Background: an optimization exercise with open tools, aiming at small area. Do not read the settings as production practice.
The RTL was checked by simulation tests, not by an equivalence proof against the original design.
Power is estimated from default activity; no workload was simulated. The flow treats the clock pin as an ideal source, which a real chip does not have.

[flow/config.mk]
export PLATFORM = sky130hd
export DESIGN_NAME = hb_frame_decoder
export DESIGN_NICKNAME = hb_frame_decoder
export VERILOG_FILES = /design/flow/design.v
export SDC_FILE = /design/flow/constraint.sdc
export NUM_CORES = 4
export LEC_CHECK = 0
export CAP_MARGIN = 20
export CORE_MARGIN = 2
export CORE_UTILIZATION = 60
export SLEW_MARGIN = 20
export SYNTH_HIERARCHICAL = 1
export SYNTH_MINIMUM_KEEP_SIZE = 0
[flow/constraint.sdc]
create_clock -name core_clock -period 15.0 [get_ports {clk}]
set_input_delay 3.0000 -clock core_clock [delete_from_list [all_inputs] [get_ports {clk}]]
set_output_delay 3.0000 -clock core_clock [all_outputs]
set_load 0.01 [all_outputs]
[flow/design.v]
module hb_frame_decoder #(
    parameter NUM_PIXELS = 32,
    parameter CAP        = 3 * NUM_PIXELS,
    parameter AW         = (CAP > 1) ? $clog2(CAP) : 1
) (
    input  wire          clk,
    input  wire          rst,
    input  wire          in_valid,
    input  wire [7:0]    in_data,
    output wire          in_ready,
    output reg           evt_valid,
    output reg  [2:0]    evt_code,
    output wire [15:0]   evt_len,
    input  wire [AW-1:0] pb_rd_addr,
    output wire [7:0]    pb_rd_data,
    output wire [2:0]    dbg_state
);
    localparam [2:0] ST_WAIT_MAGIC_1  = 3'd0;
    localparam [2:0] ST_WAIT_MAGIC_2  = 3'd1;
    localparam [2:0] ST_WAIT_LENGTH_1 = 3'd2;
    localparam [2:0] ST_WAIT_LENGTH_2 = 3'd3;
    localparam [2:0] ST_WAIT_DATA     = 3'd4;
    localparam [2:0] ST_WAIT_CHECKSUM = 3'd5;
    localparam [2:0] EV_NEED_MORE    = 3'd0;
    localparam [2:0] EV_ACCEPT       = 3'd1;
    localparam [2:0] EV_ERR_RESYNC   = 3'd2;
    localparam [2:0] EV_ERR_OVERFLOW = 3'd3;
    localparam [2:0] EV_ERR_CHECKSUM = 3'd4;
    reg [2:0] st;
    reg [6:0] len;
    reg [6:0] cnt;
    reg [7:0] csum;
    assign in_ready  = ~rst;
    assign dbg_state = st;
    assign evt_len   = {9'd0, (evt_code == EV_ACCEPT) ? len : 7'd0};
    wire consume = in_valid & ~rst;
    wire s_m1 = (st == ST_WAIT_MAGIC_1);
    wire s_m2 = (st == ST_WAIT_MAGIC_2);
    wire s_l1 = (st == ST_WAIT_LENGTH_1);
    wire s_l2 = (st == ST_WAIT_LENGTH_2);
    wire s_d  = (st == ST_WAIT_DATA);
    wire s_ck = (st == ST_WAIT_CHECKSUM);
    wire [6:0] cnt_inc = cnt + 7'd1;
    wire       cnt_full = cnt[6] & cnt[5];           
    wire       hi_nz    = |in_data;
    wire       ck_ok    = (in_data == csum);
    reg [2:0] nx_st;
    reg [2:0] nx_evt;
    always @(*) begin
        nx_st  = ST_WAIT_MAGIC_1;
        nx_evt = EV_NEED_MORE;
        case (st)
            ST_WAIT_MAGIC_1:
                nx_st = (in_data == 8'hFF) ? ST_WAIT_MAGIC_2 : ST_WAIT_MAGIC_1;
            ST_WAIT_MAGIC_2:
                if (in_data == 8'hAA) nx_st = ST_WAIT_LENGTH_1;
                else                  nx_evt = EV_ERR_RESYNC;
            ST_WAIT_LENGTH_1:
                nx_st = ST_WAIT_LENGTH_2;
            ST_WAIT_LENGTH_2:
                nx_st = (hi_nz | (|csum)) ? ST_WAIT_DATA : ST_WAIT_CHECKSUM;
            ST_WAIT_DATA:
                if (cnt_full)            nx_evt = EV_ERR_OVERFLOW;
                else if (cnt_inc == len) nx_st  = ST_WAIT_CHECKSUM;
                else                     nx_st  = ST_WAIT_DATA;
            ST_WAIT_CHECKSUM:
                nx_evt = ck_ok ? EV_ACCEPT : EV_ERR_CHECKSUM;
            default: ;
        endcase
    end
    always @(posedge clk) begin
        if (rst) begin
            st        <= ST_WAIT_MAGIC_1;
            evt_valid <= 1'b0;
            evt_code  <= EV_NEED_MORE;
        end else begin
            evt_valid <= consume;
            evt_code  <= consume ? nx_evt : EV_NEED_MORE;
            if (consume)
                st <= nx_st;
        end
    end
    always @(posedge clk) begin
        if (consume) begin
            csum <= (s_l1 | s_d) ? csum + in_data : 8'd0;
            cnt  <= s_l2 ? 7'd0 : cnt_inc;
            if (s_l2)
                len <= (hi_nz | csum[7]) ? 7'd127 : csum[6:0];
        end
    end
    wire commit = consume & s_ck & ck_ok;
    reg ph;
    always @(posedge clk)
        ph <= ~ph;
    reg  [7:0] st_x [0:CAP-1];
    reg  [7:0] pb_x [0:CAP-1];
    wire [7:0] din_x = in_data ^ {8{ph}};
    genvar gi;
    generate
        for (gi = 0; gi < CAP; gi = gi + 1) begin : g_buf
            wire in_frame = (gi < cnt);
            wire ce = commit & in_frame;
            wire [7:0] st_d, pb_d;
            always @(posedge clk) begin
                st_x[gi] <= st_d;
                pb_x[gi] <= pb_d;
            end
            genvar bi;
            for (bi = 0; bi < 8; bi = bi + 1) begin : g_bit
                hb_inv_mux u_st (.sel(~in_frame), .sel_n(in_frame), .a(din_x[bi]),    .b(st_x[gi][bi]), .y(st_d[bi]));
                hb_inv_mux u_pb (.sel(ce), .sel_n(~ce), .a(st_x[gi][bi]), .b(pb_x[gi][bi]), .y(pb_d[bi]));
            end
        end
    endgenerate
    wire [CAP-1:0] rsel;
    generate
        for (gi = 0; gi < CAP; gi = gi + 1) begin : g_rsel
            assign rsel[gi] = (pb_rd_addr == gi);
        end
    endgenerate
    wire [7:0] rd_x;
    generate
        for (gi = 0; gi < 8; gi = gi + 1) begin : g_rbit
            wire [CAP/3-1:0] t_n;
            genvar k;
            for (k = 0; k < CAP/3; k = k + 1) begin : g_t
                hb_aoi222 u (.a1(rsel[3*k]),   .a2(pb_x[3*k][gi]),
                             .b1(rsel[3*k+1]), .b2(pb_x[3*k+1][gi]),
                             .c1(rsel[3*k+2]), .c2(pb_x[3*k+2][gi]),
                             .y(t_n[k]));
            end
            assign rd_x[gi] = ~&t_n;
        end
    endgenerate
    assign pb_rd_data = rd_x ^ {8{ph}};
endmodule
module hb_inv_mux (
    input  wire sel,
    input  wire sel_n,
    input  wire a,
    input  wire b,
    output wire y
);
    assign y = ~((b | sel) & (a | sel_n));
endmodule
module hb_aoi222 (
    input  wire a1, a2, b1, b2, c1, c2,
    output wire y
);
    assign y = ~((a1 & a2) | (b1 & b2) | (c1 & c2));
endmodule
[flow/flow/run.sh]
#!/bin/bash
# Standard layout, with two changes: the clock tree uses larger sink
# clusters and no dummy loads, and ports are buffered with buf_1.
set -euo pipefail
export CTS_ARGS="-sink_clustering_enable -repair_clock_nets -sink_clustering_size 28 -sink_clustering_max_diameter 80 -buf_list sky130_fd_sc_hd__clkbuf_16 -dont_use_dummy_load"
export BUFFER_PORTS_ARGS="-buffer_cell sky130_fd_sc_hd__buf_1"
bash standard.sh > standard.log 2>&1
[flow/standard.sh]
#!/bin/bash
# synth_recipe.tcl (not shown) runs the flow's synth.tcl, then flattens the netlist and writes it again
# the make line also repeats each setting of config.mk as NAME=value (left out here)
make -C /OpenROAD-flow-scripts/flow DESIGN_CONFIG=/design/flow/config.mk WORK_HOME=/design/flow/orfs CLKGATE_MAP_FILE= SYNTH_SCRIPT=/design/flow/synth_recipe.tcl "${@:-finish}"
==> summary.md, run 1 <==
| Metric | Value |
|---|---|
| Yosys reg bits | 1566 |
| Cells after DPL | 5335 |
| Clock Power Share | 29.1% |
| MaxCap Viol Count | 0 |
| Maximum vdd ir drop | 0.000133 V |
| Mapped Area | 48100 um2 |
| Tot GR Track Use | 38.0% |
| Crit path buf inv count | 2 |
| Final ANT Viol Nets | 0 |
| Mapped Cells | 4236 |
| Fillcell total | 6334 |
| Die height | 287 um |
| CP max stage cell | nor4_1 |
| Top-area cell type share of the netlist area | 64.2% |
| Req. time, crit path | 12.00 ns |
| Largest net degree at the start of global routing | 53 |
| Worst slew pin tran | 1.33 ns |
| Share of power burned in registers | 65.2% |
| Initial core utilization | 60.8% |
| P_sw | 1620 uW |
| Crit path cell chain | buf_1 -> nor2b_1 -> nand3_1 -> nor2_1 -> a222oi_1 -> nand4_1 -> nor4_1 -> nand2_1 -> xnor2_1 -> buf_1 |
| Worst EP arrival | 7.00 ns |
| Max Slew Vio Count | 0 |
| Top Family by Delay on Critical Path | simple AND/OR/NAND/NOR gates |
| Final Core Density | 65.2% |
| Clk pin slew, worst setup/hold paths | 0.11 ns |
| Crit. Startpoint | pb_rd_addr[3] |
| Final hold vios | 0 |
| Final worst setup slack | 5.00 ns |
| RSZ-0062 raised after global routing | no |
| Number of synthesized flops with an enable pin | 22 |
| Die X-Extent | 287 um |
| Top cells by area, synth | dfxtp_1 (64%), o22ai_1 (20%), a222oi_1 (5.3%) |
| Combinational share of power | 5.7% |
| Crit Path Class | in2out |
| Layout cells sized above 1 | 3.56% |
| Sequential share of the synthesized area | 65.6% |
| Rel. slew slack | 10.2% |
| Syn Area/Cell | 11.4 um2 |
| Outcome | no timing/DRC/antenna violations |
| CP peak stage delay | 0.93 ns |
| Synth top cells by count | dfxtp_1 (1544), o22ai_1 (1538), a222oi_1 (256) |
| Final critical-path required period | 10.0 ns |
| Fin crit share | 66.6% |
| Pleak | 0.0192 uW |
| Clock Skew | 0.0431 ns |
| Worst r2r src | cnt[3] |
| CP most frequent cell | buf_1 |
| Clock Latency Late Sink | 0.65 ns |
| Resize count post-CTS | 0 |
| WL/cell | 29.8 um |
| CP max FO | 8 |
| Synth warnings | 11 |
| Switch share | 23.1% |
| Critical Path End Type | primary output |
| Internal power | 5390 uW |
| Startpoint types | input port |
| Hold_sp | st_x[53][2] |
| Cell variety after synth | 61 |
| Die area | 82500 um2 |
| Top-count cell post-synth | dfxtp_1 |
| Core Area | 79100 um2 |
| Grt ovf | 0 |
| Max Freq | 100 MHz |
| DR iter-0 viols | 5763 |
| Vias in the first global route | 35400 |
| Area of the multi-input gates | 15600 um2 |
| Area growth, synth to finish | 7.15% |
| Via-to-Cell Ratio | 7.25 |
| Primary FF master, synth | dfxtp_1 |
| CTS tree | done |
| Post-CTS setup buffer count | 0 |
| CTS Hold Bufs | 0 |
| H-tree levels | 3 |
| First-pass DRT Iterations | 14 |
| I/O pin count | 50 |
| DP HPWL | 110000 um |
| Pre-CTS WS | 5.32 ns |
| Initial antenna violation count | 9 |
| Rows | 103 |
| CTS Sinks | 1566 |
| Global-route wire length before repair | 236000 um |
| Residual DRC | 0 |
| Final non-filler cell total | 5409 |
| Pwr dens | 136 nW/um2 |
| FF+latch area | 31600 um2 |
| Cell type with the largest total area after synthesis | dfxtp_1 |
| Worst hold-check path type | reg2reg |
| Routed via count | 39200 |
| CTS root buf | clkbuf_16 |
| Wirelength, routed | 161000 um |
| GP Congestion | 1.06 |
| Setup Viol. Count Final | 0 |
| Num CTS Buffers | 67 |
| # port buffers | 40 |
| CTS Buffer Depth | 3 |
| Async set-or-reset flop fraction in the synthesized netlist | 0% |
| Nets | 4382 |
| Setup TNS | 0 ns |
[final cells by class]
| class | count | area share (%) |
|---|---|---|
| Antenna cell | 6 | 0.0291 |
| Clock buffer | 67 | 3.25 |
| Inverter | 196 | 1.43 |
| Multi-Input combinational cell | 2424 | 30.3 |
| Sequential cell | 1566 | 61.2 |
| Tap cell | 1050 | 2.55 |
| Timing Repair Buffer | 100 | 1.16 |
[path summary, 6_finish.rpt]
kind / end / slack, ns / depth (start not counted)
max: pb_rd_data[7] / 5.00 / 10
min: pb_x[53][2] / 0.39 / 1
max reg2reg: pb_x[92][1] / 10.54 / 10
min reg2reg: pb_x[53][2] / 0.39 / 1
[sequential cells by signal (all words and copies together), names as in the netlist]
name       count
len            7
st_x         768
evt_valid      1
evt_code       3
ph             1
cnt            7
st             3
pb_x         768
csum           8
[cells in the final DEF, fill, tap and decap left out, types with 40 or more instances in the layout]
cell type  count
dfxtp_1     1544
o22ai_1     1538
a222oi_1     256
inv_1        192
nor2_1       170
nand2_1      135
nand4_1       68
clkbuf_16     67
buf_4         59
o21ai_0       45
buf_1         40
[per-layer routing]
metal	global-route usage (%)	vias to the layer above	routed length [um]
met3	6.37	453	16100
met2	56.8	2167	69900
met1	53.9	19100	66100
met4	17.9	6	8770
li1	-	17500	-
met5	0	-	37
[logic make-up after synthesis]
family          share of synthesized area (%)
other cells                           0.00779
xor+xnor                                0.562
fa+ha+maj                               0.250
compound gates                           26.5
flops                                    65.6
simple gates                             4.73
buf+inv                                  2.29
[stage by stage]
step / total power [uW] / hold WS, ns / instance area [um2]
floorplan: 4890 / 0.412 / 48100
global placement: 5030 / 0.416 / 49800
detailed placement: 5050 / 0.423 / 49800
CTS: 7010 / 0.391 / 51500
global route: 7220 / 0.414 / 51500
finish: 7010 / 0.392 / 51600
[power groups by stage]
| stage | Combinational (uW) | Clock (uW) | Sequential, uW |
|---|---|---|---|
| 3_5_place_dp | 386 | 0 | 4660 |
| 5_1_grt | 421 | 2200 | 4600 |
| 6_report | 397 | 2040 | 4570 |
| 4_1_cts | 386 | 2060 | 4570 |
| 2_1_floorplan | 270 | 0 | 4620 |
| 3_3_place_gp | 372 | 0 | 4660 |
[Yosys stat by module, one instance, submodules excluded]
module / flip-flops and latches / cells inside / area, um2
hb_aoi222: 0 / 1 / 10.0
hb_frame_decoder: 1566 / 2444 / 35900
hb_inv_mux: 0 / 1 / 6.26
==> inputs of run 2 (changes only) <==
==> flow/flow/run.sh (replaced) <==
#!/bin/bash
# Standard layout, with two changes: the clock tree uses larger sink
# clusters and no dummy loads, and ports are buffered with buf_1.
set -euo pipefail
export CTS_ARGS="-sink_clustering_enable -repair_clock_nets -sink_clustering_size 31 -sink_clustering_max_diameter 85 -buf_list sky130_fd_sc_hd__clkbuf_16 -dont_use_dummy_load"
export BUFFER_PORTS_ARGS="-buffer_cell sky130_fd_sc_hd__buf_1"
bash standard.sh > standard.log 2>&1
==> summary.md, run 2 <==
| Metric | Value |
|---|---|
| Outcome | no timing/DRC/antenna violations |
| Post-CTS setup buffer count | 0 |
| DP HPWL | 110000 um |
| Switch share | 23.2% |
| Setup Viol. Count Final | 0 |
| Fin crit share | 67.1% |
| Die area | 82500 um2 |
| Clock Latency Late Sink | 0.69 ns |
| # port buffers | 40 |
| First-pass DRT Iterations | 14 |
| Placed cell area | 49800 um2 |
| Share of power burned in registers | 66.5% |
| Routed via count | 39200 |
| Resize count post-CTS | 0 |
| Final ANT Viol Nets | 0 |
| Req. time, crit path | 12.00 ns |
| Synth warnings | 11 |
| Primary FF master, synth | dfxtp_1 |
| Combinational share of power | 5.8% |
| RSZ-0062 raised after global routing | no |
| CTS root buf | clkbuf_16 |
| MaxCap Viol Count | 0 |
| Nets | 4373 |
| Pwr dens | 134 nW/um2 |
| Final critical-path required period | 10.07 ns |
| Final hold vios | 0 |
| Via-to-Cell Ratio | 7.26 |
| Global-route wire length before repair | 235000 um |
| Top-count cell post-synth | dfxtp_1 |
| Startpoint types | input port |
| Top cells by area, synth | dfxtp_1 (64%), o22ai_1 (20%), a222oi_1 (5.3%) |
| Synth top cells by count | dfxtp_1 (1544), o22ai_1 (1538), a222oi_1 (256) |
| Yosys reg bits | 1566 |
| CTS Hold Bufs | 0 |
| Max Freq | 99.3 MHz |
| Pre-CTS WS | 5.32 ns |
| CP max FO | 8 |
| Mapped Area | 48100 um2 |
| Cell type with the largest total area after synthesis | dfxtp_1 |
| Tot GR Track Use | 37.8% |
| Worst EP arrival | 7.07 ns |
| Clk pin slew, worst setup/hold paths | 0.11 ns |
| WL/cell | 29.8 um |
| Pleak | 0.0191 uW |
| Rel. slew slack | 8.81% |
| Die X-Extent | 287 um |
| Initial antenna violation count | 6 |
| Rows | 103 |
| Maximum vdd ir drop | 0.000110 V |
| Worst hold-check path type | reg2reg |
| CTS Sinks | 1566 |
| Initial core utilization | 60.8% |
| Top Family by Delay on Critical Path | simple AND/OR/NAND/NOR gates |
| CTS tree | done |
| Number of synthesized flops with an enable pin | 22 |
| P_sw | 1600 uW |
| Final worst setup slack | 4.93 ns |
| Vias in the first global route | 35300 |
| H-tree levels | 2 |
| Biggest registers after layout | pb_x (768), st_x (768), csum (8) |
| Largest net degree at the start of global routing | 53 |
| Final Cell Area | 51300 um2 |
| Max Slew Vio Count | 0 |
| Sequential share of the synthesized area | 65.6% |
| Fillcell total | 6375 |
| Num CTS Buffers | 58 |
| Clock Skew | 0.0580 ns |
| Residual DRC | 0 |
| Die height | 287 um |
| GP Congestion | 1.06 |
| Crit path buf inv count | 2 |
| Internal power | 5280 uW |
| Layout cells sized above 1 | 3.34% |
| I/O pin count | 50 |
| Crit Path Class | in2out |
| Grt ovf | 0 |
| Wirelength, routed | 161000 um |
| Most common cell after layout, fill and taps aside | dfxtp_1 |
| Clock Power Share | 27.8% |
| Commonest non-fill, non-tap cells in the layout | dfxtp_1 (1544), o22ai_1 (1538), a222oi_1 (256) |
| CP peak stage delay | 0.91 ns |
| DR iter-0 viols | 5764 |
| Area growth, synth to finish | 6.66% |
| CP max stage cell | nor4_1 |
| Cell variety after synth | 61 |
| Critical Path End Type | primary output |
| Mapped Cells | 4236 |
| Async set-or-reset flop fraction in the synthesized netlist | 0% |
| CTS Buffer Depth | 3 |
| Crit path cell chain | buf_1 -> nor2b_1 -> nand3_1 -> nor2_1 -> a222oi_1 -> nand4_1 -> nor4_1 -> nand2_1 -> xnor2_1 -> buf_1 |
| Worst slew pin tran | 1.36 ns |
| Setup TNS | 0 ns |
| Top-area cell type share of the netlist area | 64.2% |
| Syn Area/Cell | 11.4 um2 |
| CP most frequent cell | buf_1 |
| Core Area | 79100 um2 |
==> run 2: layout make-up <==
class / count / area (um2) / share of cell area [%]
sequential: 1566 / 31600 / 61.5
multi-input combinational: 2424 / 15600 / 30.5
clock buffer: 58 / 1450 / 2.83
tap: 1050 / 1310 / 2.56
inverter: 196 / 736 / 1.43
timing repair buffer: 100 / 598 / 1.17
antenna: 5 / 12.5 / 0.0244
==> run 2: layer usage <==
metal	wire length [um]	vias up	track usage (%)
li1	-	17500	-
met1	66400	19100	53.7
met2	69800	2195	57.1
met3	16300	439	5.70
met4	8450	10	17.3
met5	58	-	0
==> run 2: cell families (layout without fill, tap and decap cells) <==
group                      Yosys count  in the layout  share of synthesized area [%]
AOI/OAI and AO/OA                 1897           1897                           26.5
xor gates and xnor gates            30             30                          0.562
adders and majority gates            9              9                          0.250
buffers and inverters              254            354                           2.29
DFF                               1566           1566                           65.6
other                                1             14                        0.00779
and+or+nand+nor                    479            479                           4.73
==> run 2: final timing paths <==
path                   end  slack [ns]     startpoint  cells after the start
max reg2reg    pb_x[92][1]       10.61         cnt[3]                     10
min            pb_x[87][1]        0.39    st_x[87][1]                      1
max          pb_rd_data[0]        4.93  pb_rd_addr[3]                     10
min reg2reg    pb_x[87][1]        0.39    st_x[87][1]                      1
==> run 2: modules after synthesis (local to each module, per instance) <==
module            copies in the design  flip-flops and latches
hb_frame_decoder                     1                    1566
hb_aoi222                          256                       0
hb_inv_mux                        1536                       0
==> run 2: power groups by stage <==
stage | combinational (uW) | clock (uW) | sequential [uW]
6_report | 397 | 1910 | 4570
5_1_grt | 421 | 2050 | 4600
4_1_cts | 385 | 1920 | 4570
3_5_place_dp | 386 | 0 | 4660
3_3_place_gp | 372 | 0 | 4660
2_1_floorplan | 270 | 0 | 4620
==> run 2: metrics by stage <==
stage | hold WS (ns) | power, uW | cells | util [%]
6_report | 0.388 | 6880 | 5399 | 64.9
5_1_grt | 0.397 | 7080 | 5395 | 64.8
4_1_cts | 0.388 | 6870 | 5393 | 64.8
3_5_place_dp | 0.423 | 5050 | 5335 | 63.0
3_3_place_gp | 0.416 | 5030 | 5335 | 63.0
2_1_floorplan | 0.412 | 4890 | 4244 | -
==> inputs of run 3 (changes only) <==
==> flow/flow/run.sh (replaced) <==
#!/bin/bash
# Standard layout, with two changes: the clock tree uses larger sink
# clusters and no dummy loads, and ports are buffered with buf_1.
set -euo pipefail
export CTS_ARGS="-sink_clustering_enable -repair_clock_nets -sink_clustering_size 30 -sink_clustering_max_diameter 80 -buf_list sky130_fd_sc_hd__clkbuf_16 -dont_use_dummy_load"
export BUFFER_PORTS_ARGS="-buffer_cell sky130_fd_sc_hd__buf_1"
bash standard.sh > standard.log 2>&1
==> summary.md, run 3 <==
| Metric | Value |
|---|---|
| Outcome | no timing/DRC/antenna violations |
| Residual DRC | 0 |
| Fin crit share | 66.4% |
| Via-to-Cell Ratio | 7.27 |
| Commonest non-fill, non-tap cells in the layout | dfxtp_1 (1544), o22ai_1 (1538), a222oi_1 (256) |
| R2R Setup Slk | 10.63 ns |
| Met3 wire length | 15900 um |
| CTS Sinks | 1566 |
| Rel. slew slack | 16.9% |
| DP HPWL | 110000 um |
| Vias in the first global route | 35300 |
| Tot GR Track Use | 37.8% |
| Top-area cell type share of the netlist area | 64.2% |
| Top sig layer | met5 |
| Sequential share of the synthesized area | 65.6% |
| Clock Latency Late Sink | 0.69 ns |
| Worst hold-check path type | reg2reg |
| R2R depth | 10 |
| # port buffers | 40 |
| Area growth, synth to finish | 6.78% |
| H-tree levels | 2 |
| Die height | 287 um |
| Critical Path End Type | primary output |
| First-pass DRT Iterations | 11 |
| MaxCap Viol Count | 0 |
| Crit Path Class | in2out |
| Hold Crit Depth | 1 |
| RSZ-0062 raised after global routing | no |
| Worst hold endpoint | pb_x[59][7] |
| Core Area | 79100 um2 |
| Pwr dens | 134 nW/um2 |
| Final hold vios | 0 |
| Rows | 103 |
| Clock Skew | 0.0296 ns |
| Setup Viol. Count Final | 0 |
| Worst r2r src | cnt[3] |
| Primary FF master, synth | dfxtp_1 |
| Wirelength, routed | 161000 um |
| Max Freq | 100 MHz |
| Synth warnings | 11 |
| I/O pin count | 50 |
| Clk pin slew, worst setup/hold paths | 0.11 ns |
| Mapped Area | 48100 um2 |
| Number of synthesized flops with an enable pin | 22 |
| Worst EP arrival | 6.95 ns |
| Hold_sp | st_x[59][7] |
| Mapped Cells | 4236 |
| Max Slew Vio Count | 0 |
| Synth top cells by count | dfxtp_1 (1544), o22ai_1 (1538), a222oi_1 (256) |
| Yosys reg bits | 1566 |
| Async set-or-reset flop fraction in the synthesized netlist | 0% |
| Startpoint types | input port |
| Grt ovf | 0 |
| Routed via count | 39300 |
| Layout cells sized above 1 | 3.43% |
| Initial core utilization | 60.8% |
| Final ANT Viol Nets | 0 |
| Setup TNS | 0 ns |
| Top-count cell post-synth | dfxtp_1 |
| Nets | 4374 |
| Cell type with the largest total area after synthesis | dfxtp_1 |
| Die X-Extent | 287 um |
| CP max FO | 8 |
| Pleak | 0.0191 uW |
| R2r endpoint | pb_x[92][1] |
| Top cells by area, synth | dfxtp_1 (64%), o22ai_1 (20%), a222oi_1 (5.3%) |
| Maximum vdd ir drop | 0.0000926 V |
| Final Core Density | 64.9% |
| CTS Buffer Depth | 3 |
| Global-route wire length before repair | 235000 um |
| GP Congestion | 1.06 |
| Initial antenna violation count | 8 |
| Num CTS Buffers | 59 |
| Resize count post-CTS | 0 |
| Routed wire length on met2 | 70200 um |
| Worst slew pin tran | 1.24 ns |
| CTS Hold Bufs | 0 |
| M1 WL | 66500 um |
| Most common cell after layout, fill and taps aside | dfxtp_1 |
| WL/cell | 29.8 um |
| CTS tree | done |
| DR iter-0 viols | 5818 |
| Post-CTS setup buffer count | 0 |
| Die area | 82500 um2 |
| Syn Area/Cell | 11.4 um2 |
| Largest net degree at the start of global routing | 53 |
| Final critical-path required period | 9.95 ns |
| Req. time, crit path | 12.00 ns |
| Cell variety after synth | 61 |
| CTS root buf | clkbuf_16 |
| Biggest registers after layout | pb_x (768), st_x (768), csum (8) |
[run 3: worst max-delay path, stage by stage]
cell and delay [ns]:
buf_1 0.24, nor2b_1 0.15, nand3_1 0.59, nor2_1 0.37
a222oi_1 0.60, nand4_1 0.44, nor4_1 0.89, nand2_1 0.26
xnor2_1 0.22, buf_1 0.17
[run 3: per-module statistics from Yosys, one instance, submodules excluded]
module | cells | flip-flops and latches
hb_aoi222 | 1 | 0
hb_inv_mux | 1 | 0
hb_frame_decoder | 2444 | 1566
[run 3: worst max path at each step]
stage	start	to	slack (ns)	cells after the start
after global routing	pb_rd_addr[4]	pb_rd_data[0]	5.03	9
after CTS	pb_rd_addr[4]	pb_rd_data[0]	5.24	9
after floorplan	pb_rd_addr[4]	pb_rd_data[0]	7.13	9
after global placement	pb_rd_addr[3]	pb_rd_data[3]	5.32	10
after detailed placement	pb_rd_addr[4]	pb_rd_data[0]	5.32	9
final	pb_rd_addr[3]	pb_rd_data[7]	5.05	10
[run 3: cells by family after synthesis]
group,synth area share [%]
fa+ha+maj,0.250
other cells,0.00779
compound gates,26.5
xor+xnor,0.562
buf+inv,2.29
flops,65.6
simple gates,4.73
[run 3: cell type report]
type                       count  area, um2
antenna                       10       25.0
clock buffer                  59       1480
fill                        6356      27800
inverter                     196        736
multi-input combinational   2424      15700
sequential                  1566      31600
tap                         1050       1310
timing repair buffer         100        598
[run 3: metrics by stage]
step / worst slack, ns / power (uW) / hold WS, ns / instances / area, um2
2_1_floorplan: 7.13 / 4890 / 0.412 / 4244 / 48100
3_3_place_gp: 5.32 / 5030 / 0.416 / 5335 / 49800
3_5_place_dp: 5.32 / 5050 / 0.423 / 5335 / 49800
4_1_cts: 5.24 / 6880 / 0.418 / 5394 / 51300
5_1_grt: 5.03 / 7090 / 0.432 / 5398 / 51400
6_report: 5.05 / 6890 / 0.414 / 5405 / 51400
[run 3: routing by layer]
layer  track usage [%]  up-vias
met4              16.9        6
met2              57.1     2204
met3              5.65      412
met1              54.0    19200
met5                 0        -
li1                  -    17500
[run 3: power by group]
| part | internal [uW] | total [uW] | leakage, uW | switching (uW) |
|---|---|---|---|---|
| clock | 708 | 1930 | 0.000727 | 1220 |
| sequential | 4430 | 4570 | 0.0138 | 143 |
| combinational | 157 | 397 | 0.00454 | 240 |
| total | 5290 | 6890 | 0.0191 | 1600 |
==> inputs of run 4 (changes only) <==
--- a/flow/design.v
+++ b/flow/design.v
@@ -35,6 +35,4 @@
     assign evt_len   = {9'd0, (evt_code == EV_ACCEPT) ? len : 7'd0};
     wire consume = in_valid & ~rst;
-    wire s_m1 = (st == ST_WAIT_MAGIC_1);
-    wire s_m2 = (st == ST_WAIT_MAGIC_2);
     wire s_l1 = (st == ST_WAIT_LENGTH_1);
     wire s_l2 = (st == ST_WAIT_LENGTH_2);
@@ -133,5 +131,6 @@
         end
     endgenerate
-    assign pb_rd_data = rd_x ^ {8{ph}};
+    wire rd_ph = ph & ~(pb_rd_addr[6] & pb_rd_addr[5]);
+    assign pb_rd_data = rd_x ^ {8{rd_ph}};
 endmodule
 module hb_inv_mux (
==> summary.md, run 4 <==
| Metric | Value |
|---|---|
| Outcome | no timing/DRC/antenna violations |
| Initial antenna violation count | 5 |
| Primary FF master, synth | dfxtp_1 |
| Clock Latency Late Sink | 0.69 ns |
| GR Util met1 | 51.3% |
| Synth top cells by count | dfxtp_1 (1544), o22ai_1 (1536), nor2_1 (262) |
| WL/cell | 28.5 um |
| Clock Power Share | 27.9% |
| Wirelength, routed | 154000 um |
| Top-area cell type share of the netlist area | 64.3% |
| Grt ovf | 0 |
| Hold Crit Depth | 1 |
| Async set-or-reset flop fraction in the synthesized netlist | 0% |
| Layout cells sized above 1 | 3.37% |
| DR iter-0 viols | 5498 |
| Die X-Extent | 287 um |
| Cell variety after synth | 57 |
| Routed via count | 38400 |
| Internal power | 5270 uW |
| CTS root buf | clkbuf_16 |
| Top cells by area, synth | dfxtp_1 (64%), o22ai_1 (20%), a222oi_1 (5.3%) |
| Grt met3 use | 6.63% |
| Mapped Area | 48100 um2 |
| Resize count post-CTS | 0 |
| Setup TNS | 0 ns |
| Final hold vios | 0 |
| Worst path depth | 10 |
| Most common cell after layout, fill and taps aside | dfxtp_1 |
| Startpoint types | input port |
| CTS Hold Bufs | 0 |
| GP Congestion | 0.979 |
| Number of synthesized flops with an enable pin | 22 |
| # port buffers | 40 |
| Mapped Cells | 4256 |
| First-pass DRT Iterations | 11 |
| Max Slew Vio Count | 0 |
| R2R depth | 11 |
| Setup Viol. Count Final | 0 |
| CTS tree | done |
| Crit Path Class | in2out |
| Met2 Track Usage GR | 55.2% |
| Clock Skew | 0.0385 ns |
| Rows | 103 |
| Hold slack | 0.407 ns |
| Synth warnings | 11 |
| Power Total | 6850 uW |
| Crit path buf inv count | 2 |
| Combinational share of power | 5.6% |
| Fin crit share | 66.3% |
| Post-CTS setup buffer count | 0 |
| I/O pin count | 50 |
| Initial core utilization | 60.8% |
| Final critical-path required period | 9.94 ns |
| Tot GR Track Use | 36.5% |
| Top Family by Delay on Critical Path | simple AND/OR/NAND/NOR gates |
| Final Core Density | 65.0% |
| CP max stage cell | nor4_1 |
| Pwr dens | 133 nW/um2 |
| Sequential share of the synthesized area | 65.7% |
| Clk pin slew, worst setup/hold paths | 0.11 ns |
| Core Area | 79100 um2 |
| Crit path cell chain | buf_1 -> nor2_1 -> nand2_1 -> nor2_1 -> a222oi_1 -> nand4_1 -> nor4_1 -> nand2_1 -> xor2_1 -> buf_1 |
| CTS Sinks | 1566 |
| DP HPWL | 104000 um |
| Yosys reg bits | 1566 |
| Rel. slew slack | 21.2% |
| P_sw | 1580 uW |
| Pleak | 0.0186 uW |
| Commonest non-fill, non-tap cells in the layout | dfxtp_1 (1544), o22ai_1 (1536), nor2_1 (261) |
| H-tree levels | 2 |
| Fillcell total | 6409 |
| RSZ-0062 raised after global routing | no |
| Biggest registers after layout | pb_x (768), st_x (768), csum (8) |
| Syn Area/Cell | 11.3 um2 |
| Req. time, crit path | 12.00 ns |
| R2R Setup Slk | 10.52 ns |
| Cell type with the largest total area after synthesis | dfxtp_1 |
| Top-count cell post-synth | dfxtp_1 |
| Worst slew pin tran | 1.18 ns |
| MaxCap Viol Count | 0 |
| Num CTS Buffers | 59 |
| Area growth, synth to finish | 6.92% |
| Largest net degree at the start of global routing | 88 |
| Die area | 82400 um2 |
| CTS Buffer Depth | 3 |
| CP max FO | 16 |
| CP peak stage delay | 0.97 ns |
| Final ANT Viol Nets | 0 |
| Max Freq | 101 MHz |
| Worst hold-check path type | reg2reg |
| Nets | 4391 |
| Vias in the first global route | 35400 |
| Critical Path End Type | primary output |
| Worst EP arrival | 6.94 ns |
| Die height | 287 um |
| Top Usage Layer GRT | met2 |
| Global-route wire length before repair | 228000 um |
| Maximum vdd ir drop | 0.000112 V |
| Switch share | 23.0% |
| Share of power burned in registers | 66.5% |
| Residual DRC | 0 |
| Via-to-Cell Ratio | 7.10 |
-- run 4: final timing paths --
check                start            end
max          pb_rd_addr[6]  pb_rd_data[1]
min            st_x[93][6]    pb_x[93][6]
max reg2reg         cnt[5]     pb_x[5][3]
min reg2reg    st_x[93][6]    pb_x[93][6]
-- run 4: stage by stage --
step	instance area, um2	setup slack (ns)	std cells
5_1_grt	51400	4.98	5412
2_1_floorplan	48100	6.98	4264
3_5_place_dp	49900	5.26	5350
3_3_place_gp	49900	5.31	5350
6_report	51400	5.06	5414
4_1_cts	51300	5.25	5409
-- run 4: modules after synthesis (local to each module, per instance) --
module	copies in the design	cells
hb_inv_mux	1536	1
hb_frame_decoder	1	2464
hb_aoi222	256	1
-- run 4: cell families after synthesis --
group / count (synthesis) / share of synthesized area, %
adder cells (fa/ha/maj): 9 / 0.250
AO/OA/AOI/OAI: 1893 / 26.6
XOR/XNOR: 29 / 0.557
flip-flops: 1566 / 65.7
AND/OR/NAND/NOR: 509 / 4.87
buffers and inverters: 248 / 2.06
multiplexers: 1 / 0.0234
other: 1 / 0.00780
-- run 4: worst register-to-register path: stages, from the launching register on --
cell and delay, ns:
edfxtp_1 0.78, buf_4 0.37, or2_1 0.14, buf_4 0.38, inv_2 0.22, nand2_1 0.50, inv_2 0.32, nand2_1 0.42
inv_1 0.25, nor2_1 0.52, inv_1 0.30, o22ai_1 0.20
-- run 4: layer usage --
metal	vias up	wire [um]	part of all wire, %
met5	-	26	0.017
met4	4	7510	4.9
met3	365	14400	9.4
met2	1821	66800	43
met1	18700	65700	43
li1	17500	-	-
-- run 4: final cells by class --
type | count | area, um2 | area share, %
diodes | 2 | 5.00 | 0.00974
flip-flops and latches | 1566 | 31600 | 61.4
inverters | 189 | 709 | 1.38
multi-input cells | 2450 | 15700 | 30.6
repair buffers | 98 | 597 | 1.16
well taps | 1050 | 1310 | 2.56
clock buffers | 59 | 1480 | 2.87
-- run 4: power groups by stage --
stage	registers [uW]	logic, uW	clock network (uW)
after floorplan	4610	261	0
after global placement	4640	361	0
after detailed placement	4640	374	0
after CTS	4550	373	1930
after global routing	4580	409	2070
final	4550	383	1910
==> inputs of run 5 (changes only) <==
==> flow/flow/run.sh (replaced) <==
#!/bin/bash
# Standard layout, with two changes: the clock tree uses larger sink
# clusters and no dummy loads, and ports are buffered with buf_1.
set -euo pipefail
export CTS_ARGS="-sink_clustering_enable -repair_clock_nets -sink_clustering_size 34 -sink_clustering_max_diameter 70 -buf_list sky130_fd_sc_hd__clkbuf_16 -dont_use_dummy_load"
export BUFFER_PORTS_ARGS="-buffer_cell sky130_fd_sc_hd__buf_1"
bash standard.sh > standard.log 2>&1
==> summary.md, run 5 <==
| Metric | Value |
|---|---|
| Die area | 82400 um2 |
| Clock Skew | 0.0502 ns |
| WL/cell | 28.6 um |
| Biggest registers after layout | pb_x (768), st_x (768), csum (8) |
| Yosys reg bits | 1566 |
| Final ANT Viol Nets | 0 |
| Area of the multi-input gates | 15700 um2 |
| Startpoint types | input port |
| Req. time, crit path | 12.00 ns |
| Rows | 103 |
| Worst hold-check path type | reg2reg |
| Global-route wire length before repair | 228000 um |
| Mapped Cells | 4256 |
| Via-to-Cell Ratio | 7.12 |
| I/O pin count | 50 |
| Number of synthesized flops with an enable pin | 22 |
| Top-area cell type share of the netlist area | 64.3% |
| Final hold vios | 0 |
| Worst hold endpoint | pb_x[41][0] |
| Final worst setup slack | 5.07 ns |
| Tot GR Track Use | 36.5% |
| Commonest non-fill, non-tap cells in the layout | dfxtp_1 (1544), o22ai_1 (1536), nor2_1 (261) |
| R2R depth | 11 |
| CTS tree | done |
| Core Area | 79100 um2 |
| Critical Path End Type | primary output |
| Power Total | 6830 uW |
| Async set-or-reset flop fraction in the synthesized netlist | 0% |
| Initial core utilization | 60.8% |
| Cell type with the largest total area after synthesis | dfxtp_1 |
| Synth top cells by count | dfxtp_1 (1544), o22ai_1 (1536), nor2_1 (262) |
| Setup Viol. Count Final | 0 |
| Routed via count | 38500 |
| Max Freq | 101 MHz |
| H-tree levels | 2 |
| Top cells by area, synth | dfxtp_1 (64%), o22ai_1 (20%), a222oi_1 (5.3%) |
| Num CTS Buffers | 57 |
| Worst r2r src | cnt[5] |
| GP Congestion | 0.979 |
| Initial antenna violation count | 6 |
| R2R Setup Slk | 10.52 ns |
| Cell variety after synth | 57 |
| Fin crit share | 66.2% |
| Largest net degree at the start of global routing | 88 |
| Worst slew pin tran | 1.17 ns |
| Most common cell after layout, fill and taps aside | dfxtp_1 |
| Top-count cell post-synth | dfxtp_1 |
| CTS Buffer Depth | 3 |
| Maximum vdd ir drop | 0.000145 V |
| Outcome | no timing/DRC/antenna violations |
| Hold Crit Depth | 1 |
| Final Core Density | 64.9% |
| Nets | 4389 |
| CTS root buf | clkbuf_16 |
| RSZ-0062 raised after global routing | no |
| Sequential share of the synthesized area | 65.7% |
| Pwr dens | 133 nW/um2 |
| Crit Path Class | in2out |
| MaxCap Viol Count | 0 |
| Primary FF master, synth | dfxtp_1 |
| Max Slew Vio Count | 0 |
| R2r endpoint | pb_x[5][3] |
| Syn Area/Cell | 11.3 um2 |
| Hold_sp | st_x[41][0] |
| CTS Hold Bufs | 0 |
| Synth warnings | 11 |
| # port buffers | 40 |
| Wirelength, routed | 155000 um |
| Final critical-path required period | 9.93 ns |
| Pre-CTS WS | 5.26 ns |
| Clock Latency Late Sink | 0.68 ns |
| Vias in the first global route | 35400 |
| Fillcell total | 6399 |
| Worst EP arrival | 6.93 ns |
| CP max FO | 16 |
| Die X-Extent | 287 um |
| Setup TNS | 0 ns |
| Layout cells sized above 1 | 3.33% |
| Post-CTS setup buffer count | 0 |
| CTS Sinks | 1566 |
| First-pass DRT Iterations | 13 |
| DR iter-0 viols | 5290 |
| Die height | 287 um |
| Resize count post-CTS | 0 |
| Area growth, synth to finish | 6.82% |
| DP HPWL | 104000 um |
| Clk pin slew, worst setup/hold paths | 0.12 ns |
| Mapped Area | 48100 um2 |
| FF+latch area | 31600 um2 |
| Residual DRC | 0 |
| Rel. slew slack | 22.2% |
| Pleak | 0.0185 uW |
| Grt ovf | 0 |
==> run 5: worst max-delay path by stage <==
stage	from	endpoint	slack, ns	cells after the start
after floorplan	pb_rd_addr[5]	pb_rd_data[0]	6.98	10
after global placement	pb_rd_addr[6]	pb_rd_data[6]	5.31	10
after detailed placement	pb_rd_addr[6]	pb_rd_data[3]	5.26	10
after CTS	pb_rd_addr[6]	pb_rd_data[3]	5.25	10
after global routing	pb_rd_addr[6]	pb_rd_data[5]	4.95	10
final	pb_rd_addr[6]	pb_rd_data[5]	5.07	10
==> run 5: final cells by class <==
type / count / area share [%]
sequential: 1566 / 61.5
multi-input combinational: 2450 / 30.6
clock buffer: 57 / 2.78
tap: 1050 / 2.56
inverter: 189 / 1.38
timing repair buffer: 98 / 1.16
antenna: 4 / 0.0195
==> run 5: per-stage QoR <==
step / cell area [um2] / std cells / hold WS [ns]
CTS: 51300 / 5407 / 0.406
global route: 51300 / 5410 / 0.414
finish: 51400 / 5414 / 0.410
detailed placement: 49900 / 5350 / 0.423
global placement: 49900 / 5350 / 0.416
floorplan: 48100 / 4264 / 0.412
==> run 5: logic make-up after synthesis <==
group	share of synthesized area, %
AND/OR/NAND/NOR	4.87
other	0.00780
multiplexers	0.0234
flip-flops	65.7
adder cells (fa/ha/maj)	0.250
AO/OA/AOI/OAI	26.6
XOR/XNOR	0.557
buffers and inverters	2.06
==> run 5: power by group <==
part	total [uW]	internal (uW)	switching, uW
Sequential	4550	4420	138
Combinational	384	151	233
Clock	1890	685	1200
Total	6830	5250	1580
==> run 5: layer usage <==
metal  wire length, um  vias up  GRT usage [%]  part of all wire (%)
li1                  -    17500              -                     -
met1             65200    18700           51.0                    42
met2             67000     1917           55.0                    43
met3             14800      361           6.94                   9.6
met4              7610        6           16.6                   4.9
met5                35        -              0                 0.023
==> run 5: per-module statistics from Yosys, one instance, submodules excluded <==
module | area [um2] | flops+latches | copies in the design
hb_frame_decoder | 35900 | 1566 | 1
hb_aoi222 | 10.0 | 0 | 256
hb_inv_mux | 6.26 | 0 | 1536
==> run 5: worst max-delay path, stage by stage <==
cell and delay, ns:
buf_1 0.40, nor2_1 0.10, nand2_1 0.60, nor2_1 0.31, a222oi_1 0.50, nand4_1 0.34
nor4_1 0.89, nand2_1 0.36, xor2_1 0.24, buf_1 0.17
==> inputs of run 6 (changes only) <==
==> flow/flow/run.sh (replaced) <==
#!/bin/bash
# Standard layout, with two changes: the clock tree uses larger sink
# clusters and no dummy loads, and ports are buffered with buf_1.
set -euo pipefail
export CTS_ARGS="-sink_clustering_enable -repair_clock_nets -sink_clustering_size 28 -sink_clustering_max_diameter 80 -buf_list sky130_fd_sc_hd__clkbuf_16 -dont_use_dummy_load"
export BUFFER_PORTS_ARGS="-buffer_cell sky130_fd_sc_hd__buf_1"
bash standard.sh > standard.log 2>&1
==> summary.md, run 6 <==
| Metric | Value |
|---|---|
| Top cells by area, synth | dfxtp_1 (64%), o22ai_1 (20%), a222oi_1 (5.3%) |
| CTS Sinks | 1566 |
| DP HPWL | 104000 um |
| Initial antenna violation count | 5 |
| Commonest non-fill, non-tap cells in the layout | dfxtp_1 (1544), o22ai_1 (1536), nor2_1 (261) |
| Primary FF master, synth | dfxtp_1 |
| Nets | 4397 |
| GP Congestion | 0.979 |
| Global-route wire length before repair | 228000 um |
| Residual DRC | 0 |
| Wirelength, routed | 155000 um |
| Routed via count | 38500 |
| Worst EP arrival | 7.01 ns |
| Vias in the first global route | 35500 |
| Adder-Cell Fraction of Synth Area | 0.250% |
| Biggest registers after layout | pb_x (768), st_x (768), csum (8) |
| Area growth, synth to finish | 7.27% |
| Initial core utilization | 60.8% |
| Core Area | 79100 um2 |
| Synth warnings | 11 |
| Mapped Area | 48100 um2 |
| Cell variety after synth | 57 |
| CP max FO | 16 |
| Startpoint types | input port |
| Synth top cells by count | dfxtp_1 (1544), o22ai_1 (1536), nor2_1 (262) |
| Fillcell total | 6382 |
| # port buffers | 40 |
| Max Freq | 99.9 MHz |
| Outcome | no timing/DRC/antenna violations |
| Clock Latency Late Sink | 0.66 ns |
| Complex-gate fraction of the synthesized area | 26.6% |
| Pleak | 0.0186 uW |
| Via-to-Cell Ratio | 7.11 |
| CTS Buffer Depth | 3 |
| Grt ovf | 0 |
| Async set-or-reset flop fraction in the synthesized netlist | 0% |
| Worst slew pin tran | 1.24 ns |
| MaxCap Viol Count | 0 |
| Hold slack | 0.410 ns |
| Die area | 82400 um2 |
| Die X-Extent | 287 um |
| Largest family of logic cells by synthesized area | compound AO/OA/AOI/OAI gates |
| Fin crit share | 66.8% |
| Num CTS Buffers | 66 |
| Rows | 103 |
| Clock Skew | 0.0395 ns |
| Syn Area/Cell | 11.3 um2 |
| Crit Path Class | in2out |
| Final ANT Viol Nets | 0 |
| CTS root buf | clkbuf_16 |
| RSZ-0062 raised after global routing | no |
| Rel. slew slack | 16.8% |
| I/O pin count | 50 |
| Clk pin slew, worst setup/hold paths | 0.10 ns |
| Mapped Cells | 4256 |
| CTS tree | done |
| Simple-Gate Fraction of Synth Area | 4.87% |
| Pwr dens | 135 nW/um2 |
| Max Slew Vio Count | 0 |
| Layout cells sized above 1 | 3.50% |
| Die height | 287 um |
| Req. time, crit path | 12.00 ns |
| Final critical-path required period | 10.01 ns |
| Yosys reg bits | 1566 |
| First-pass DRT Iterations | 12 |
| Sequential share of the synthesized area | 65.7% |
| Tot GR Track Use | 36.6% |
| Post-CTS setup buffer count | 0 |
| Setup TNS | 0 ns |
| Largest net degree at the start of global routing | 88 |
| Number of synthesized flops with an enable pin | 22 |
| H-tree levels | 3 |
| Top-count cell post-synth | dfxtp_1 |
| Worst hold-check path type | reg2reg |
| WL/cell | 28.6 um |
| Cell type with the largest total area after synthesis | dfxtp_1 |
| Most common cell after layout, fill and taps aside | dfxtp_1 |
| Setup Viol. Count Final | 0 |
| DR iter-0 viols | 5322 |
| Resize count post-CTS | 0 |
| Critical Path End Type | primary output |
| Synth Area in XOR/XNOR | 0.557% |
| Maximum vdd ir drop | 0.0000918 V |
| Final hold vios | 0 |
| CTS Hold Bufs | 0 |
| Top-area cell type share of the netlist area | 64.3% |
| Mux cell area share after synthesis | 0.0234% |
[run 6: cell counts after synthesis]
Identical to the previous run, type by type.
[run 6: stage by stage]
step / std cells / instance area, um2 / setup slack, ns / power (uW) / utilization [%]
finish: 5421 / 51600 / 4.99 / 6960 / 65.2
global route: 5418 / 51600 / 5.10 / 7170 / 65.2
CTS: 5416 / 51500 / 5.25 / 6960 / 65.1
detailed placement: 5350 / 49900 / 5.26 / 5020 / 63.0
global placement: 5350 / 49900 / 5.31 / 5000 / 63.0
floorplan: 4264 / 48100 / 6.98 / 4870 / -
[run 6: Yosys stat by module, one instance, submodules excluded]
module            cells inside  area (um2)
hb_frame_decoder          2464       35900
hb_aoi222                    1        10.0
hb_inv_mux                   1        6.26
[run 6: layout make-up]
class / instances / area (um2) / share of cell area [%]
Antenna cell: 3 / 7.51 / 0.0146
Clock buffer: 66 / 1650 / 3.20
Inverter: 189 / 709 / 1.38
Multi-Input combinational cell: 2450 / 15700 / 30.5
Sequential cell: 1566 / 31600 / 61.2
Tap cell: 1050 / 1310 / 2.55
Timing Repair Buffer: 97 / 592 / 1.15
[run 6: metal layers]
metal,vias up,GRT usage [%],part of all wire [%]
li1,17500,-,-
met1,18700,51.2,42
met2,1887,55.1,43
met3,372,7.22,9.6
met4,6,16.8,5.1
met5,-,0,0.022
[run 6: report_power, final]
part	total, uW	leakage (uW)	switching, uW	internal (uW)
sequential	4550	0.0138	139	4420
clock	2020	0.000813	1220	797
combinational	383	0.00401	233	151
total	6960	0.0186	1600	5360
[run 6: cells by family (layout without fill, tap and decap cells)]
group | count (synthesis) | in the layout
compound gates | 1893 | 1893
flops | 1566 | 1566
simple gates | 509 | 509
buf+inv | 248 | 352
xor+xnor | 29 | 29
fa+ha+maj | 9 | 9
other cells | 1 | 12
mux | 1 | 1
[run 6: critical path, stage by stage]
cell and delay (ns):
buf_1 0.41, nor2_1 0.10, nand2_1 0.60, nor2_1 0.29, a222oi_1 0.48, nand4_1 0.30, nor4_1 1.06, nand2_1 0.25
xor2_1 0.31, buf_1 0.19
[run 6: final timing paths]
path	from	endpoint	slack, ns	cells after the start
hold / removal	st_x[35][3]	pb_x[35][3]	0.41	1
setup reg to reg	cnt[5]	pb_x[4][6]	10.59	11
setup / recovery	pb_rd_addr[6]	pb_rd_data[2]	4.99	10
hold reg to reg	st_x[35][3]	pb_x[35][3]	0.41	1

what the ideal ports hide:
Ports are ideal in the flow. The routed layouts listed here were re-timed in OpenROAD.
Step 1 sets driving cells, clkbuf_16 on the clock port and buf_2 on the other inputs (assumed; they add their load-dependent delay and slew).
Step 2 moves the port delays by t, midway between the first and last clock arrival at a register: inputs arrive t later, outputs are due t later. That takes back most of the time a late clock gives input paths.
Slacks: ideal / step 1 / step 2; pairs: ideal / step 1.
run | t (ns) | setup WS [ns] | worst setup path at the end | worst register clock-pin slew, ns | cell pins on the clock port's net
run 1 | 0.709 | 5.004 / 4.926 / 4.926 | input to output | 0.11 / 0.11 | 1
run 2 | 0.738 | 4.930 / 4.856 / 4.856 | input to output | 0.12 / 0.12 | 1
run 3 | 0.744 | 5.047 / 4.953 / 4.953 | input to output | 0.12 / 0.12 | 1
run 4 | 0.740 | 5.061 / 5.038 / 5.038 | input to output | 0.11 / 0.11 | 1
run 5 | 0.743 | 5.065 / 5.043 / 5.043 | input to output | 0.12 / 0.12 | 1
run 6 | 0.710 | 4.987 / 4.964 / 4.964 | input to output | 0.11 / 0.11 | 1
After both steps setup and hold are still met in every run listed. For run 3, which loses most, drivers alone change the setup slack by -0.094 ns; drivers and shift together by -0.094 ns.
